Background: an optimization exercise with open tools, aiming at small area, a short achievable clock period and few clock cycles per item. Do not read the settings as production practice. Function was checked by simulation only, so behaviour that the tests miss may differ from the original.

harbor:
// sstv_tone_alu
module sstv_tone_alu (
    input  wire        clk,
    input  wire        rst,
    input  wire        in_valid,
    output wire        in_ready,
    input  wire [1:0]  in_op,
    input  wire [31:0] in_a,
    input  wire [37:0] in_b,
    output wire        out_valid,
    input  wire        out_ready,
    output wire [31:0] out_res,
    output wire [37:0] out_n
);
Settings: LEC_CHECK=0, CAP_MARGIN=20, CORE_MARGIN=2, CORE_UTILIZATION=60, CTS_BUF_LIST=sky130_fd_sc_hd__clkbuf_4 sky130_fd_sc_hd__clkbuf_8, PLACE_DENSITY=0.75, SLEW_MARGIN=20; clock period 18.0 ns.
standard.sh (not shown) runs the stock make flow with config.mk's settings and CLKGATE_MAP_FILE= SYNTH_SCRIPT=/design/flow/synth_recipe.tcl, a recipe that flattens the netlist after the stock synthesis.
==> flow/flow/run.sh <==
#!/bin/bash
# Standard layout, with three changes:
# - between synthesis and floorplan, flow/fapol.py picks the polarity of each
#   full-adder cell so that fewer inverters sit between full adders (a full
#   adder is self-dual); registers and every other cell are left as the
#   standard synthesis made them;
# - timing repair aims for 12.2 ns of setup slack at the design's 18 ns clock
#   (the constraints themselves are unchanged);
# - the port buffers are plain buffers (sky130_fd_sc_hd__buf_1) instead of
#   delay buffers.
set -euo pipefail
R=orfs/results/${FLOW_PLATFORM}/sstv_tone_alu/base
bash standard.sh synth > synth.log 2>&1
cp "$R/1_2_yosys.v" "$R/1_2_yosys.std.v"
python3 flow/fapol.py "$R/1_2_yosys.std.v" "$R/1_2_yosys.v" > fapol.log 2>&1
rm -f "$R/1_synth.odb" "$R/1_synth.sdc"
export SETUP_SLACK_MARGIN=12.2
export BUFFER_PORTS_ARGS="-buffer_cell sky130_fd_sc_hd__buf_1"
bash standard.sh > layout.log 2>&1
Other scripts of this flow, unchanged in this note and not shown: flow/flow/fapol.py
Testbench counts of harbor, summed over its fixed seeds: cycles 5,232, items 4,312.
## Diff of input files: pepper against harbor
==> flow/flow/run.sh <==
#!/bin/bash
# Standard layout, with three changes:
# - between synthesis and floorplan, flow/fapol.py picks the polarity of each
#   full-adder cell so that fewer inverters sit between full adders (a full
#   adder is self-dual); registers and every other cell are left as the
#   standard synthesis made them;
# - timing repair aims for 12.8 ns of setup slack at the design's 18 ns clock
#   (the constraints themselves are unchanged);
# - the port buffers are plain buffers (sky130_fd_sc_hd__buf_1) instead of
#   delay buffers.
set -euo pipefail
R=orfs/results/${FLOW_PLATFORM}/sstv_tone_alu/base
bash standard.sh synth > synth.log 2>&1
cp "$R/1_2_yosys.v" "$R/1_2_yosys.std.v"
python3 flow/fapol.py "$R/1_2_yosys.std.v" "$R/1_2_yosys.v" > fapol.log 2>&1
rm -f "$R/1_synth.odb" "$R/1_synth.sdc"
export SETUP_SLACK_MARGIN=12.8
export BUFFER_PORTS_ARGS="-buffer_cell sky130_fd_sc_hd__buf_1"
bash standard.sh > layout.log 2>&1
### Flow results
- Summary of pepper over harbor: critical path depth moved up, worst setup slack moved up, fraction of area in registers moved down.
> inputs changed (pepper -> xenon)
Settings: PLACE_DENSITY: 0.75 -> 0.7; CORE_UTILIZATION: 60 -> 55.
==> flow/flow/run.sh <==
#!/bin/bash
# Standard layout, with three changes:
# - between synthesis and floorplan, flow/fapol.py picks the polarity of each
#   full-adder cell so that fewer inverters sit between full adders (a full
#   adder is self-dual); registers and every other cell are left as the
#   standard synthesis made them;
# - timing repair aims for 12.5 ns of setup slack at the design's 18 ns clock
#   (the constraints themselves are unchanged);
# - the port buffers are plain buffers (sky130_fd_sc_hd__buf_1) instead of
#   delay buffers.
set -euo pipefail
R=orfs/results/${FLOW_PLATFORM}/sstv_tone_alu/base
bash standard.sh synth > synth.log 2>&1
cp "$R/1_2_yosys.v" "$R/1_2_yosys.std.v"
python3 flow/fapol.py "$R/1_2_yosys.std.v" "$R/1_2_yosys.v" > fapol.log 2>&1
rm -f "$R/1_synth.odb" "$R/1_synth.sdc"
export SETUP_SLACK_MARGIN=12.5
export BUFFER_PORTS_ARGS="-buffer_cell sky130_fd_sc_hd__buf_1"
bash standard.sh > layout.log 2>&1
--- outcome ---
- Compared with pepper, in xenon depth of the critical timing path with buffers and inverters included now smaller; total length of routed met3 wires -12%; vertical extent of the die +4.4%.
- Count of multi-input gates came out exactly the same in xenon and pepper.
- Sort xenon and pepper by count of clock-buffer cells in the layout, descending, and xenon comes first.
- Non-clock buffer count ends up higher on pepper.
- Diff pepper -> xenon: number of inserted filler cells in the final layout went up 20%; fraction of final layout cells with drive strength greater than 1 lost 2.2 points; all-layer global routing usage fell 3.2 points.
diff inputs: xenon => nickel
Settings: a change of CORE_UTILIZATION from 55 to 50; a change of PLACE_DENSITY from 0.7 to 0.65.
### Flow results
Per the final summary, nickel finished and its layout is clean on timing, DRC and antenna.
Delta (nickel minus xenon): combined global-route utilization of all metal layers lower, total DRC errors in the routed layout roughly the same, total routed wirelength lower, starting utilization of the core area lower.
Side by side, worst setup slack turned out lower in nickel than in xenon.
Diff xenon -> nickel: cell depth of the worst setup path shows an increase of 7; routed via count shows a reduction of 279; post-route fraction of the period consumed by the critical path shows an increase of 0.17 points.
Between xenon and nickel, initial antenna violation count decreased.


== job 3312 ==
sstv_tone_alu again, from the RTL that the note above started with.
Design sstv_tone_alu, start of the top module:
module sstv_tone_alu (
    input  wire        clk,
    input  wire        rst,
    input  wire        in_valid,
    output wire        in_ready,
    input  wire [1:0]  in_op,
    input  wire [31:0] in_a,
    input  wire [37:0] in_b,
    output wire        out_valid,
    input  wire        out_ready,
    output wire [31:0] out_res,
    output wire [37:0] out_n
);
export LEC_CHECK = 0
export CAP_MARGIN = 20
export CORE_MARGIN = 2
export CORE_UTILIZATION = 60
export CTS_BUF_LIST = sky130_fd_sc_hd__clkbuf_4 sky130_fd_sc_hd__clkbuf_8
export PLACE_DENSITY = 0.75
export SLEW_MARGIN = 20
create_clock -name core_clock -period 18.0 [get_ports {clk}]
==> flow/flow/run.sh <==
#!/bin/bash
# Standard layout, with three changes:
# - between synthesis and floorplan, flow/fapol.py picks the polarity of each
#   full-adder cell so that fewer inverters sit between full adders (a full
#   adder is self-dual); registers and every other cell are left as the
#   standard synthesis made them;
# - timing repair aims for 12.5 ns of setup slack at the design's 18 ns clock
#   (the constraints themselves are unchanged);
# - the port buffers are plain buffers (sky130_fd_sc_hd__buf_1) instead of
#   delay buffers.
set -euo pipefail
R=orfs/results/${FLOW_PLATFORM}/sstv_tone_alu/base
bash standard.sh synth > synth.log 2>&1
cp "$R/1_2_yosys.v" "$R/1_2_yosys.std.v"
python3 flow/fapol.py "$R/1_2_yosys.std.v" "$R/1_2_yosys.v" > fapol.log 2>&1
rm -f "$R/1_synth.odb" "$R/1_synth.sdc"
export SETUP_SLACK_MARGIN=12.5
export BUFFER_PORTS_ARGS="-buffer_cell sky130_fd_sc_hd__buf_1"
bash standard.sh > layout.log 2>&1
Other scripts of this flow, unchanged in this note and not shown: flow/flow/fapol.py
Job 3312: full flow OK, the timing, DRC and antenna checks passed
Testbench counts of job 3312, summed over its fixed seeds: cycles 5,232, items 4,312.
Edits applied to the flow inputs when going from job 3312 to job 8808:
- CORE_UTILIZATION changed from 60 to 55
- PLACE_DENSITY changed from 0.75 to 0.7
-- flow/flow/run.sh --
<<< job 3312, line 7
# - timing repair aims for 12.5 ns of setup slack at the design's 18 ns clock
>>> job 8808, line 7
# - timing repair aims for 12.8 ns of setup slack at the design's 18 ns clock
<<< job 3312, line 17
export SETUP_SLACK_MARGIN=12.5
>>> job 8808, line 17
export SETUP_SLACK_MARGIN=12.8
Findings:
Flip-flop and latch share of the layout cell area was higher in job 3312 than in job 8808. In the flow results for job 3312 and job 8808, the area occupied by multi-input gates is smaller on job 3312. Job 3312 → job 8808: met1 layer wirelength in the final routing now larger; clock buffer count from CTS now smaller. For the routed length on met3, job 8808 came in 2700 um lower than job 3312 did. Between job 3312 and job 8808, the depth of the critical timing path with buffers and inverters included is higher for job 8808. Job 8808 ends up with a core area that is about 10% higher than in job 3312.

-- port drivers added, routing unchanged --
Ports are ideal in the flow. The routed layouts listed here were re-timed in OpenROAD.
Step 1: set_driving_cell puts a clkbuf_16 on clk and a buf_2 on each other input, an assumption about the parent block.
Step 2 moves the port delays by t, midway between the first and last clock arrival at a register: inputs arrive t later, outputs are due t later. That takes back most of the time a late clock gives input paths.
Slacks: no drivers / after step 1 / after step 2; pairs: no drivers / after step 1.
run | t (ns) | slack for setup (ns) | worst hold slack (ns) | worst data-port slew with drivers (ns)
harbor | 0.783 | 12.376 / 12.376 / 12.376 | 0.387 / 0.387 / 0.387 | 0.16
pepper | 0.760 | 12.551 / 12.551 / 12.551 | 0.387 / 0.387 / 0.387 | 0.15
xenon | 0.785 | 12.563 / 12.563 / 12.563 | 0.408 / 0.408 / 0.408 | 0.18
nickel | 0.791 | 12.533 / 12.533 / 12.533 | 0.416 / 0.416 / 0.416 | 0.16
job 3312 | 0.761 | 12.452 / 12.452 / 12.452 | 0.391 / 0.391 / 0.391 | 0.11
job 8808 | 0.762 | 12.492 / 12.492 / 12.492 | 0.358 / 0.358 / 0.358 | 0.23
After both steps every run listed still meets setup and hold.
